This is an optimization exercise on Yosys and OpenROAD, whose aim is small area, a short achievable clock period and few clock cycles, not a production implementation. Only simulation tests tie the RTL to the original design; equivalence was not proved.

==> v39 <==
// uhre_fxu
module uhre_fxu (
    input  wire        clk,
    input  wire        rst,         
    input  wire        cmd_valid,
    input  wire [15:0] cmd_word,
    output wire        cmd_ready,
    output reg         done,
    input  wire        wr_en,
    input  wire [4:0]  wr_addr,
    input  wire [15:0] wr_data,
    input  wire [4:0]  rd_addr,
    output reg  [15:0] rd_data
);
==> flow/config.mk <==
export PLATFORM = sky130hd
export DESIGN_NAME = uhre_fxu
export DESIGN_NICKNAME = uhre_fxu
export VERILOG_FILES = /design/flow/design.v
export SDC_FILE = /design/flow/constraint.sdc
export NUM_CORES = 8
export LEC_CHECK = 0
export ABC_AREA = 1
export CAP_MARGIN = 20
export CORE_MARGIN = 2
export CORE_UTILIZATION = 42
export CTS_BUF_LIST = sky130_fd_sc_hd__clkbuf_8 sky130_fd_sc_hd__clkbuf_4
export PLACE_DENSITY = 0.6
export SLEW_MARGIN = 20
==> flow/constraint.sdc <==
create_clock -name core_clock -period 14.0 [get_ports {clk}]
set_input_delay 2.8000 -clock core_clock [delete_from_list [all_inputs] [get_ports {clk}]]
set_output_delay 2.8000 -clock core_clock [all_outputs]
set_load 0.01 [all_outputs]
standard.sh (not shown) runs the stock make flow with config.mk's settings and CLKGATE_MAP_FILE= SYNTH_SCRIPT=/design/flow/synth_recipe.tcl, a recipe that flattens the netlist after the stock synthesis.
==> flow/flow/run.sh <==
#!/bin/bash
set -euo pipefail
export SETUP_SLACK_MARGIN=5.8
bash standard.sh > make.log 2>&1
==> v30 (differences from v39) <==
--- a/flow/design.v
+++ b/flow/design.v
@@ -230,22 +230,22 @@
     reg [3:0]  step;
     reg [2:0]  rd_q, rs1_q;
     reg [1:0]  fn_q;
     reg [15:0] xa, xb;
     reg [23:0] ya, yb;            
-    reg [15:0] v0, v1, v2;        
+    reg [15:0] v0;                
     reg [33:0] za, zb;            
     reg        pnn_a, pnn_b;      
     reg        c_zx, c_rnd8a, c_rnd16a, c_rnd8b, c_rnd16b;
     reg        c_wp, c_ws, c_wdiv, c_ova, c_ovb, c_wea, c_web, c_mt, c_last;
     reg [2:0]  c_tp, c_ts, c_pidx;
     reg [3:0]  c_eia, c_eib;
     reg [1:0]  c_rowa;
     reg        d_neg;
     wire [15:0] d_r  = zb[15:0];
     wire [17:0] d_d3 = zb[33:16];
-    wire [29:0] d_nq = za[29:0];
+    wire [31:0] d_nq = za[31:0];
     wire [15:0] d_d  = xb;
     assign cmd_ready = ~busy;
     wire [4:0] w_op  = cmd_word[15:11];
     wire [2:0] w_rd  = cmd_word[10:8];
     wire [2:0] w_rs1 = cmd_word[7:5];
@@ -327,25 +327,25 @@
             else if (!e2[18]) r4step = {2'd2, e2[15:0]};
             else if (!e1[18]) r4step = {2'd1, e1[15:0]};
             else              r4step = {2'd0, t[15:0]};
         end
     endfunction
-    wire [17:0] dst1 = r4step(d_r, d_nq[29:28], d_d, d_d3);
-    wire [15:0] d_r2  = div_first ? d_init[45:30] : dst1[15:0];
-    wire [1:0]  d_nb2 = div_first ? d_init[29:28] : d_nq[27:26];
+    wire [17:0] dst1 = r4step(d_r, d_nq[31:30], d_d, d_d3);
+    wire [15:0] d_r2  = div_first ? d_init[47:32] : dst1[15:0];
+    wire [1:0]  d_nb2 = div_first ? d_init[31:30] : d_nq[29:28];
     wire [17:0] d_d32 = div_first ? d_3d : d_d3;
     wire [17:0] dst2 = r4step(d_r2, d_nb2, d_d, d_d32);
-    wire [24:0] d_q    = d_nq[24:0];
+    wire [24:0] d_q    = {d_nq[22:0], dst1[17:16]};
     wire [25:0] d_res  = ({2'b0, d_q[24:1]} ^ {26{d_neg}}) + {25'd0, d_q[0] ^ d_neg};
     wire        d_ov   = !((d_res[25:15] == 11'h000) || (d_res[25:15] == 11'h7FF));
     wire [15:0] abs_pa = pa[15] ? 16'd0 - pa : pa;
     wire [15:0] abs_pb = pb[15] ? 16'd0 - pb : pb;
     wire [4:0]  d_la   = blen(za[15:0]);
     wire [4:0]  d_lb   = blen(xb);
-    wire [5:0]  d_gsum = {1'b0, d_lb} + 6'd20 - {1'b0, d_la};
+    wire [5:0]  d_gsum = {1'b0, d_lb} + 6'd22 - {1'b0, d_la};
     wire [2:0]  d_gh   = (d_gsum[5:2] > 4'd7) ? 3'd7 : d_gsum[4:2];      
-    wire [45:0] d_init = {16'd0, 5'd0, za[15:0], 9'd0} << {d_gh, 2'b00};
+    wire [47:0] d_init = {16'd0, 7'd0, za[15:0], 9'd0} << {d_gh, 2'b00};
     wire [17:0] d_3d   = {2'b0, xb} + {1'b0, xb, 1'b0};
     reg       w_multi;
     reg [2:0] w_cls;
     always @(*) begin
         w_multi = 1'b0;
@@ -393,22 +393,22 @@
             CL_PROJ: begin
                 n_za_c = 1'b1; n_zb_c = 1'b1; n_rnd16a = 1'b1; n_rnd16b = 1'b1;
                 n_wp = 1'b1; n_ws = 1'b1; n_last = 1'b1;
             end
             CL_XFORM: begin
-                n_pidx = ld_rs1 + ld_step[2:0];
+                n_pidx = ld_rs1 + ((ld_step == 4'd3) ? 3'd1 : ld_step[2:0]);
                 case (ld_step)
                     4'd1: begin n_za_t0 = 1'b1; n_zb_t1 = 1'b1; ia = 4'd0; ib = 4'd3; end
                     4'd2: begin n_za_acc = 1'b1; n_zb_acc = 1'b1; ia = 4'd1; ib = 4'd4; end
                     4'd3: begin n_za_acc = 1'b1; n_zb_acc = 1'b1; n_rnd8a = 1'b1; n_rnd8b = 1'b1;
                                 n_wp = 1'b1; n_ws = 1'b1; n_ova = 1'b1; n_ovb = 1'b1;
                                 ia = 4'd2; ib = 4'd5; end
-                    4'd4: begin n_za_t2 = 1'b1; ia = 4'd6; ib = 4'd7; end
+                    4'd4: begin n_za_t2 = 1'b1; ia = 4'd8; ib = 4'd7; end
                     default: begin
                                 n_za_acc = 1'b1; n_zb_acc = 1'b1; n_zx = 1'b1; n_rnd8a = 1'b1;
                                 n_wp = 1'b1; n_tp = ld_rd + 3'd2; n_ova = 1'b1; n_last = 1'b1;
-                                ia = 4'd8; end
+                                ia = 4'd6; end
                 endcase
             end
             CL_MSCALE: begin
                 n_rnd8a = 1'b1; n_rnd8b = 1'b1; n_wea = 1'b1; n_web = 1'b1;
                 n_ova = 1'b1; n_ovb = 1'b1;
@@ -532,12 +532,12 @@
         c_eia <= n_eia; c_eib <= n_eib; c_rowa <= el_row(n_eia);
         za <= ({34{n_za_t0}}  & {{10{ee[16*9+15]}},  ee[16*9  +: 16], 8'd0}) |
               ({34{n_za_t2}}  & {{10{ee[16*11+15]}}, ee[16*11 +: 16], 8'd0}) |
               ({34{n_za_acc}} & sum_a) | ({34{n_za_c}} & {{2{cx[15]}}, cx, 16'd0}) |
               ({34{div_acc}}  & {18'd0, abs_pa}) |
-              ({34{div_first}} & {4'd0, d_init[27:0], dst2[17:16]}) |
-              ({34{div_iter}} & {4'd0, d_nq[25:0], dst1[17:16], dst2[17:16]});
+              ({34{div_first}} & {2'd0, d_init[29:0], dst2[17:16]}) |
+              ({34{div_iter}} & {2'd0, d_nq[27:0], dst1[17:16], dst2[17:16]});
         zb <= ({34{n_zb_t1}}  & {{10{ee[16*10+15]}}, ee[16*10 +: 16], 8'd0}) |
               ({34{n_zb_acc}} & sum_b) | ({34{n_zb_c}} & {{2{cy[15]}}, cy, 16'd0}) |
               ({34{div_first}} & {d_3d, dst2[15:0]}) |
               ({34{div_iter}} & {d_d3, dst2[15:0]});
     end
@@ -564,14 +564,13 @@
                     ya <= step[0] ? {~yb[23:16], yb[15:0]} : yb;
                     yb <= step[0] ? ya : {~ya[23:16], ya[15:0]};
                 end
                 CL_XFORM: begin
                     case (step)
-                        4'd1: begin ya <= benc(pa, 1'b0); yb <= benc(pa, 1'b0); v1 <= pa; end
-                        4'd2: begin ya <= benc(pa, 1'b0); yb <= benc(pa, 1'b0); v2 <= pa; end
-                        4'd3: begin ya <= benc(v0, 1'b0); yb <= benc(v1, 1'b0); end
-                        default: begin ya <= benc(v2, 1'b0); end
+                        4'd1, 4'd2: begin ya <= benc(pa, 1'b0); yb <= benc(pa, 1'b0); end
+                        4'd3: yb <= benc(pa, 1'b0);
+                        default: ya <= benc(v0, 1'b0);
                     endcase
                 end
                 default: ;
             endcase
         end
@@ -583,41 +582,26 @@
                        .st({flag_ill, flag_dz, flag_ov}), .d(rd_mux));
     always @(*) rd_data = rd_mux;
 endmodule
 module fxu_rdmux (input [4:0] a, input [127:0] rf, input [191:0] ee, input [15:0] psx,
                   input [15:0] psy, input [15:0] cx, input [15:0] cy, input [2:0] st,
-                  output reg [15:0] d);
-    always @(*) begin
-        case (a)
-            5'd0:  d = rf[16*0 +: 16];
-            5'd1:  d = rf[16*1 +: 16];
-            5'd2:  d = rf[16*2 +: 16];
-            5'd3:  d = rf[16*3 +: 16];
-            5'd4:  d = rf[16*4 +: 16];
-            5'd5:  d = rf[16*5 +: 16];
-            5'd6:  d = rf[16*6 +: 16];
-            5'd7:  d = rf[16*7 +: 16];
-            5'd8:  d = ee[16*0 +: 16];
-            5'd9:  d = ee[16*1 +: 16];
-            5'd10: d = ee[16*2 +: 16];
-            5'd11: d = ee[16*3 +: 16];
-            5'd12: d = ee[16*4 +: 16];
-            5'd13: d = ee[16*5 +: 16];
-            5'd14: d = ee[16*6 +: 16];
-            5'd15: d = ee[16*7 +: 16];
-            5'd16: d = ee[16*8 +: 16];
-            5'd17: d = ee[16*9 +: 16];
-            5'd18: d = ee[16*10 +: 16];
-            5'd19: d = ee[16*11 +: 16];
-            5'd20: d = psx;
-            5'd21: d = psy;
-            5'd22: d = cx;
-            5'd23: d = cy;
-            5'd24: d = {13'd0, st};
-            default: d = 16'd0;
-        endcase
-    end
+                  output [15:0] d);
+    wire [511:0] regs = {112'd0, {13'd0, st}, cy, cx, psy, psx, ee, rf};    
+    wire [127:0] l1;     
+    wire [31:0]  l2;     
+    genvar g;
+    generate
+        for (g = 0; g < 8; g = g + 1) begin : g_l1
+            wire [63:0] q = regs[64*g +: 64];
+            assign l1[16*g +: 16] = a[1] ? (a[0] ? q[63:48] : q[47:32]) : (a[0] ? q[31:16] : q[15:0]);
+        end
+        for (g = 0; g < 2; g = g + 1) begin : g_l2
+            wire [63:0] q = l1[64*g +: 64];
+            assign l2[16*g +: 16] = a[3] ? (a[2] ? q[63:48] : q[47:32]) : (a[2] ? q[31:16] : q[15:0]);
+        end
+    endgenerate
+    assign d = a[4] ? l2[31:16] : l2[15:0];
 endmodule
 module fxu_lane_b (input [15:0] x, input [7:0] one, input [7:0] two, input [7:0] neg, input [33:0] z, input k7, input k15, input cin0, output [33:0] s, output [33:0] c);
     wire pp0_0 = (((one[0] & x[0]) | (two[0] & 1'b0)) ^ neg[0]);
     wire pp0_1 = (((one[0] & x[1]) | (two[0] & x[0])) ^ neg[0]);
     wire pp0_2 = (((one[0] & x[2]) | (two[0] & x[1])) ^ neg[0]);
==> flow/flow/run.sh (replaced) <==
#!/bin/bash
set -euo pipefail
export SETUP_SLACK_MARGIN=6.3
export BUFFER_PORTS_ARGS="-buffer_cell sky130_fd_sc_hd__buf_4"
bash standard.sh > make.log 2>&1
==> flow/config.mk (replaced) <==
export PLATFORM = sky130hd
export DESIGN_NAME = uhre_fxu
export DESIGN_NICKNAME = uhre_fxu
export VERILOG_FILES = /design/flow/design.v
export SDC_FILE = /design/flow/constraint.sdc
export NUM_CORES = 8
export LEC_CHECK = 0
export ABC_AREA = 1
export CAP_MARGIN = 20
export CORE_MARGIN = 2
export CORE_UTILIZATION = 50
export PLACE_DENSITY = 0.66
export SLEW_MARGIN = 60
==> v21 (differences from v39) <==
--- a/flow/design.v
+++ b/flow/design.v
@@ -230,22 +230,22 @@
     reg [3:0]  step;
     reg [2:0]  rd_q, rs1_q;
     reg [1:0]  fn_q;
     reg [15:0] xa, xb;
     reg [23:0] ya, yb;            
-    reg [15:0] v0, v1, v2;        
+    reg [15:0] v0;                
     reg [33:0] za, zb;            
     reg        pnn_a, pnn_b;      
     reg        c_zx, c_rnd8a, c_rnd16a, c_rnd8b, c_rnd16b;
     reg        c_wp, c_ws, c_wdiv, c_ova, c_ovb, c_wea, c_web, c_mt, c_last;
     reg [2:0]  c_tp, c_ts, c_pidx;
     reg [3:0]  c_eia, c_eib;
     reg [1:0]  c_rowa;
     reg        d_neg;
     wire [15:0] d_r  = zb[15:0];
     wire [17:0] d_d3 = zb[33:16];
-    wire [29:0] d_nq = za[29:0];
+    wire [31:0] d_nq = za[31:0];
     wire [15:0] d_d  = xb;
     assign cmd_ready = ~busy;
     wire [4:0] w_op  = cmd_word[15:11];
     wire [2:0] w_rd  = cmd_word[10:8];
     wire [2:0] w_rs1 = cmd_word[7:5];
@@ -327,25 +327,25 @@
             else if (!e2[18]) r4step = {2'd2, e2[15:0]};
             else if (!e1[18]) r4step = {2'd1, e1[15:0]};
             else              r4step = {2'd0, t[15:0]};
         end
     endfunction
-    wire [17:0] dst1 = r4step(d_r, d_nq[29:28], d_d, d_d3);
-    wire [15:0] d_r2  = div_first ? d_init[45:30] : dst1[15:0];
-    wire [1:0]  d_nb2 = div_first ? d_init[29:28] : d_nq[27:26];
+    wire [17:0] dst1 = r4step(d_r, d_nq[31:30], d_d, d_d3);
+    wire [15:0] d_r2  = div_first ? d_init[47:32] : dst1[15:0];
+    wire [1:0]  d_nb2 = div_first ? d_init[31:30] : d_nq[29:28];
     wire [17:0] d_d32 = div_first ? d_3d : d_d3;
     wire [17:0] dst2 = r4step(d_r2, d_nb2, d_d, d_d32);
-    wire [24:0] d_q    = d_nq[24:0];
+    wire [24:0] d_q    = {d_nq[22:0], dst1[17:16]};
     wire [25:0] d_res  = ({2'b0, d_q[24:1]} ^ {26{d_neg}}) + {25'd0, d_q[0] ^ d_neg};
     wire        d_ov   = !((d_res[25:15] == 11'h000) || (d_res[25:15] == 11'h7FF));
     wire [15:0] abs_pa = pa[15] ? 16'd0 - pa : pa;
     wire [15:0] abs_pb = pb[15] ? 16'd0 - pb : pb;
     wire [4:0]  d_la   = blen(za[15:0]);
     wire [4:0]  d_lb   = blen(xb);
-    wire [5:0]  d_gsum = {1'b0, d_lb} + 6'd20 - {1'b0, d_la};
+    wire [5:0]  d_gsum = {1'b0, d_lb} + 6'd22 - {1'b0, d_la};
     wire [2:0]  d_gh   = (d_gsum[5:2] > 4'd7) ? 3'd7 : d_gsum[4:2];      
-    wire [45:0] d_init = {16'd0, 5'd0, za[15:0], 9'd0} << {d_gh, 2'b00};
+    wire [47:0] d_init = {16'd0, 7'd0, za[15:0], 9'd0} << {d_gh, 2'b00};
     wire [17:0] d_3d   = {2'b0, xb} + {1'b0, xb, 1'b0};
     reg       w_multi;
     reg [2:0] w_cls;
     always @(*) begin
         w_multi = 1'b0;
@@ -393,22 +393,22 @@
             CL_PROJ: begin
                 n_za_c = 1'b1; n_zb_c = 1'b1; n_rnd16a = 1'b1; n_rnd16b = 1'b1;
                 n_wp = 1'b1; n_ws = 1'b1; n_last = 1'b1;
             end
             CL_XFORM: begin
-                n_pidx = ld_rs1 + ld_step[2:0];
+                n_pidx = ld_rs1 + ((ld_step == 4'd3) ? 3'd1 : ld_step[2:0]);
                 case (ld_step)
                     4'd1: begin n_za_t0 = 1'b1; n_zb_t1 = 1'b1; ia = 4'd0; ib = 4'd3; end
                     4'd2: begin n_za_acc = 1'b1; n_zb_acc = 1'b1; ia = 4'd1; ib = 4'd4; end
                     4'd3: begin n_za_acc = 1'b1; n_zb_acc = 1'b1; n_rnd8a = 1'b1; n_rnd8b = 1'b1;
                                 n_wp = 1'b1; n_ws = 1'b1; n_ova = 1'b1; n_ovb = 1'b1;
                                 ia = 4'd2; ib = 4'd5; end
-                    4'd4: begin n_za_t2 = 1'b1; ia = 4'd6; ib = 4'd7; end
+                    4'd4: begin n_za_t2 = 1'b1; ia = 4'd8; ib = 4'd7; end
                     default: begin
                                 n_za_acc = 1'b1; n_zb_acc = 1'b1; n_zx = 1'b1; n_rnd8a = 1'b1;
                                 n_wp = 1'b1; n_tp = ld_rd + 3'd2; n_ova = 1'b1; n_last = 1'b1;
-                                ia = 4'd8; end
+                                ia = 4'd6; end
                 endcase
             end
             CL_MSCALE: begin
                 n_rnd8a = 1'b1; n_rnd8b = 1'b1; n_wea = 1'b1; n_web = 1'b1;
                 n_ova = 1'b1; n_ovb = 1'b1;
@@ -532,12 +532,12 @@
         c_eia <= n_eia; c_eib <= n_eib; c_rowa <= el_row(n_eia);
         za <= ({34{n_za_t0}}  & {{10{ee[16*9+15]}},  ee[16*9  +: 16], 8'd0}) |
               ({34{n_za_t2}}  & {{10{ee[16*11+15]}}, ee[16*11 +: 16], 8'd0}) |
               ({34{n_za_acc}} & sum_a) | ({34{n_za_c}} & {{2{cx[15]}}, cx, 16'd0}) |
               ({34{div_acc}}  & {18'd0, abs_pa}) |
-              ({34{div_first}} & {4'd0, d_init[27:0], dst2[17:16]}) |
-              ({34{div_iter}} & {4'd0, d_nq[25:0], dst1[17:16], dst2[17:16]});
+              ({34{div_first}} & {2'd0, d_init[29:0], dst2[17:16]}) |
+              ({34{div_iter}} & {2'd0, d_nq[27:0], dst1[17:16], dst2[17:16]});
         zb <= ({34{n_zb_t1}}  & {{10{ee[16*10+15]}}, ee[16*10 +: 16], 8'd0}) |
               ({34{n_zb_acc}} & sum_b) | ({34{n_zb_c}} & {{2{cy[15]}}, cy, 16'd0}) |
               ({34{div_first}} & {d_3d, dst2[15:0]}) |
               ({34{div_iter}} & {d_d3, dst2[15:0]});
     end
@@ -564,14 +564,13 @@
                     ya <= step[0] ? {~yb[23:16], yb[15:0]} : yb;
                     yb <= step[0] ? ya : {~ya[23:16], ya[15:0]};
                 end
                 CL_XFORM: begin
                     case (step)
-                        4'd1: begin ya <= benc(pa, 1'b0); yb <= benc(pa, 1'b0); v1 <= pa; end
-                        4'd2: begin ya <= benc(pa, 1'b0); yb <= benc(pa, 1'b0); v2 <= pa; end
-                        4'd3: begin ya <= benc(v0, 1'b0); yb <= benc(v1, 1'b0); end
-                        default: begin ya <= benc(v2, 1'b0); end
+                        4'd1, 4'd2: begin ya <= benc(pa, 1'b0); yb <= benc(pa, 1'b0); end
+                        4'd3: yb <= benc(pa, 1'b0);
+                        default: ya <= benc(v0, 1'b0);
                     endcase
                 end
                 default: ;
             endcase
         end
@@ -583,41 +582,26 @@
                        .st({flag_ill, flag_dz, flag_ov}), .d(rd_mux));
     always @(*) rd_data = rd_mux;
 endmodule
 module fxu_rdmux (input [4:0] a, input [127:0] rf, input [191:0] ee, input [15:0] psx,
                   input [15:0] psy, input [15:0] cx, input [15:0] cy, input [2:0] st,
-                  output reg [15:0] d);
-    always @(*) begin
-        case (a)
-            5'd0:  d = rf[16*0 +: 16];
-            5'd1:  d = rf[16*1 +: 16];
-            5'd2:  d = rf[16*2 +: 16];
-            5'd3:  d = rf[16*3 +: 16];
-            5'd4:  d = rf[16*4 +: 16];
-            5'd5:  d = rf[16*5 +: 16];
-            5'd6:  d = rf[16*6 +: 16];
-            5'd7:  d = rf[16*7 +: 16];
-            5'd8:  d = ee[16*0 +: 16];
-            5'd9:  d = ee[16*1 +: 16];
-            5'd10: d = ee[16*2 +: 16];
-            5'd11: d = ee[16*3 +: 16];
-            5'd12: d = ee[16*4 +: 16];
-            5'd13: d = ee[16*5 +: 16];
-            5'd14: d = ee[16*6 +: 16];
-            5'd15: d = ee[16*7 +: 16];
-            5'd16: d = ee[16*8 +: 16];
-            5'd17: d = ee[16*9 +: 16];
-            5'd18: d = ee[16*10 +: 16];
-            5'd19: d = ee[16*11 +: 16];
-            5'd20: d = psx;
-            5'd21: d = psy;
-            5'd22: d = cx;
-            5'd23: d = cy;
-            5'd24: d = {13'd0, st};
-            default: d = 16'd0;
-        endcase
-    end
+                  output [15:0] d);
+    wire [511:0] regs = {112'd0, {13'd0, st}, cy, cx, psy, psx, ee, rf};    
+    wire [127:0] l1;     
+    wire [31:0]  l2;     
+    genvar g;
+    generate
+        for (g = 0; g < 8; g = g + 1) begin : g_l1
+            wire [63:0] q = regs[64*g +: 64];
+            assign l1[16*g +: 16] = a[1] ? (a[0] ? q[63:48] : q[47:32]) : (a[0] ? q[31:16] : q[15:0]);
+        end
+        for (g = 0; g < 2; g = g + 1) begin : g_l2
+            wire [63:0] q = l1[64*g +: 64];
+            assign l2[16*g +: 16] = a[3] ? (a[2] ? q[63:48] : q[47:32]) : (a[2] ? q[31:16] : q[15:0]);
+        end
+    endgenerate
+    assign d = a[4] ? l2[31:16] : l2[15:0];
 endmodule
 module fxu_lane_b (input [15:0] x, input [7:0] one, input [7:0] two, input [7:0] neg, input [33:0] z, input k7, input k15, input cin0, output [33:0] s, output [33:0] c);
     wire pp0_0 = (((one[0] & x[0]) | (two[0] & 1'b0)) ^ neg[0]);
     wire pp0_1 = (((one[0] & x[1]) | (two[0] & x[0])) ^ neg[0]);
     wire pp0_2 = (((one[0] & x[2]) | (two[0] & x[1])) ^ neg[0]);
==> flow/flow/run.sh (replaced) <==
#!/bin/bash
set -euo pipefail
export SETUP_SLACK_MARGIN=6.3
export BUFFER_PORTS_ARGS="-buffer_cell sky130_fd_sc_hd__buf_4"
bash standard.sh > make.log 2>&1
--- a/flow/config.mk
+++ b/flow/config.mk
@@ -7,8 +7,7 @@
 export LEC_CHECK = 0
 export ABC_AREA = 1
 export CAP_MARGIN = 20
 export CORE_MARGIN = 2
 export CORE_UTILIZATION = 42
-export CTS_BUF_LIST = sky130_fd_sc_hd__clkbuf_8 sky130_fd_sc_hd__clkbuf_4
 export PLACE_DENSITY = 0.6
 export SLEW_MARGIN = 20
==> qor summary <==
quantity                                                                    v21            v39            v30
Outcome                                        no timing/DRC/antenna violations  no timing/DRC/antenna violations  no timing/DRC/antenna violations
Final estimated routing congestion in global placement                     1.09           1.17           1.14
Count of distinct cell types in the synthesized netlist                      78             77             78
Hold Path End                                                             cx[5]        fn_q[0]        flag_dz
Relative area of clock buffers and inverters in the final design          3.19%          3.67%          3.28%
Number of placement rows                                                    147            148            135
Clock skew after layout                                               0.0565 ns      0.0595 ns      0.0810 ns
Total of flip-flops plus latches after synthesis                            600            632            600
Longest individual stage delay on the worst path                        0.91 ns        0.82 ns        0.55 ns
Vias in the first global route                                           68,700         69,700         70,600
First-pass GRT wire length                                               529 mm         528 mm         526 mm
Met2 layer usage reported by global route                                 65.9%          63.1%          73.6%
Iteration-0 DRC count of the detailed router                             11,000         12,400         14,400
Netlist Area Pre-Place                                             68,200 sq um   68,400 sq um   68,200 sq um
Xor and xnor fraction of the mapped netlist area                          6.03%          5.72%          6.03%
Die outline area                                                  166,000 sq um  166,000 sq um  139,000 sq um
Testbench counts of v39, summed over its fixed seeds: cycles 11,086.
Testbench counts of v30, summed over its fixed seeds: cycles 10,997.
Testbench counts of v21, summed over its fixed seeds: cycles 10,997.

[re-timing with driven ports]
How much do the figures lean on ideal ports? The routed layouts below were timed once more, with nothing changed but the port constraints. Step 1 sets driving cells, clkbuf_16 on the clock port and buf_2 on the other inputs (assumed; they add their load-dependent delay and slew). Step 2 also shifts input and output timing later by t, the mid clock arrival at the registers, as if the neighbouring blocks saw the same clock. a / b / c = no drivers / after step 1 / after step 2; a / b = the first two.
run	t (ns)	setup WS [ns]	slew at the worst register clock pin (ns)	worst slew at a driven data input, ns	pins driven straight from the clock port
v39	0.989	5.672 / 5.641 / 4.884	0.07 / 0.07	0.05	1
v30	0.803	6.213 / 6.183 / 5.468	0.08 / 0.08	0.10	1
v21	0.790	6.134 / 5.912 / 5.591	0.07 / 0.07	0.23	1
After both steps setup and hold are still met in every run listed. For v39, which loses most, drivers alone change the setup slack by -0.031 ns; drivers and shift together by -0.788 ns.
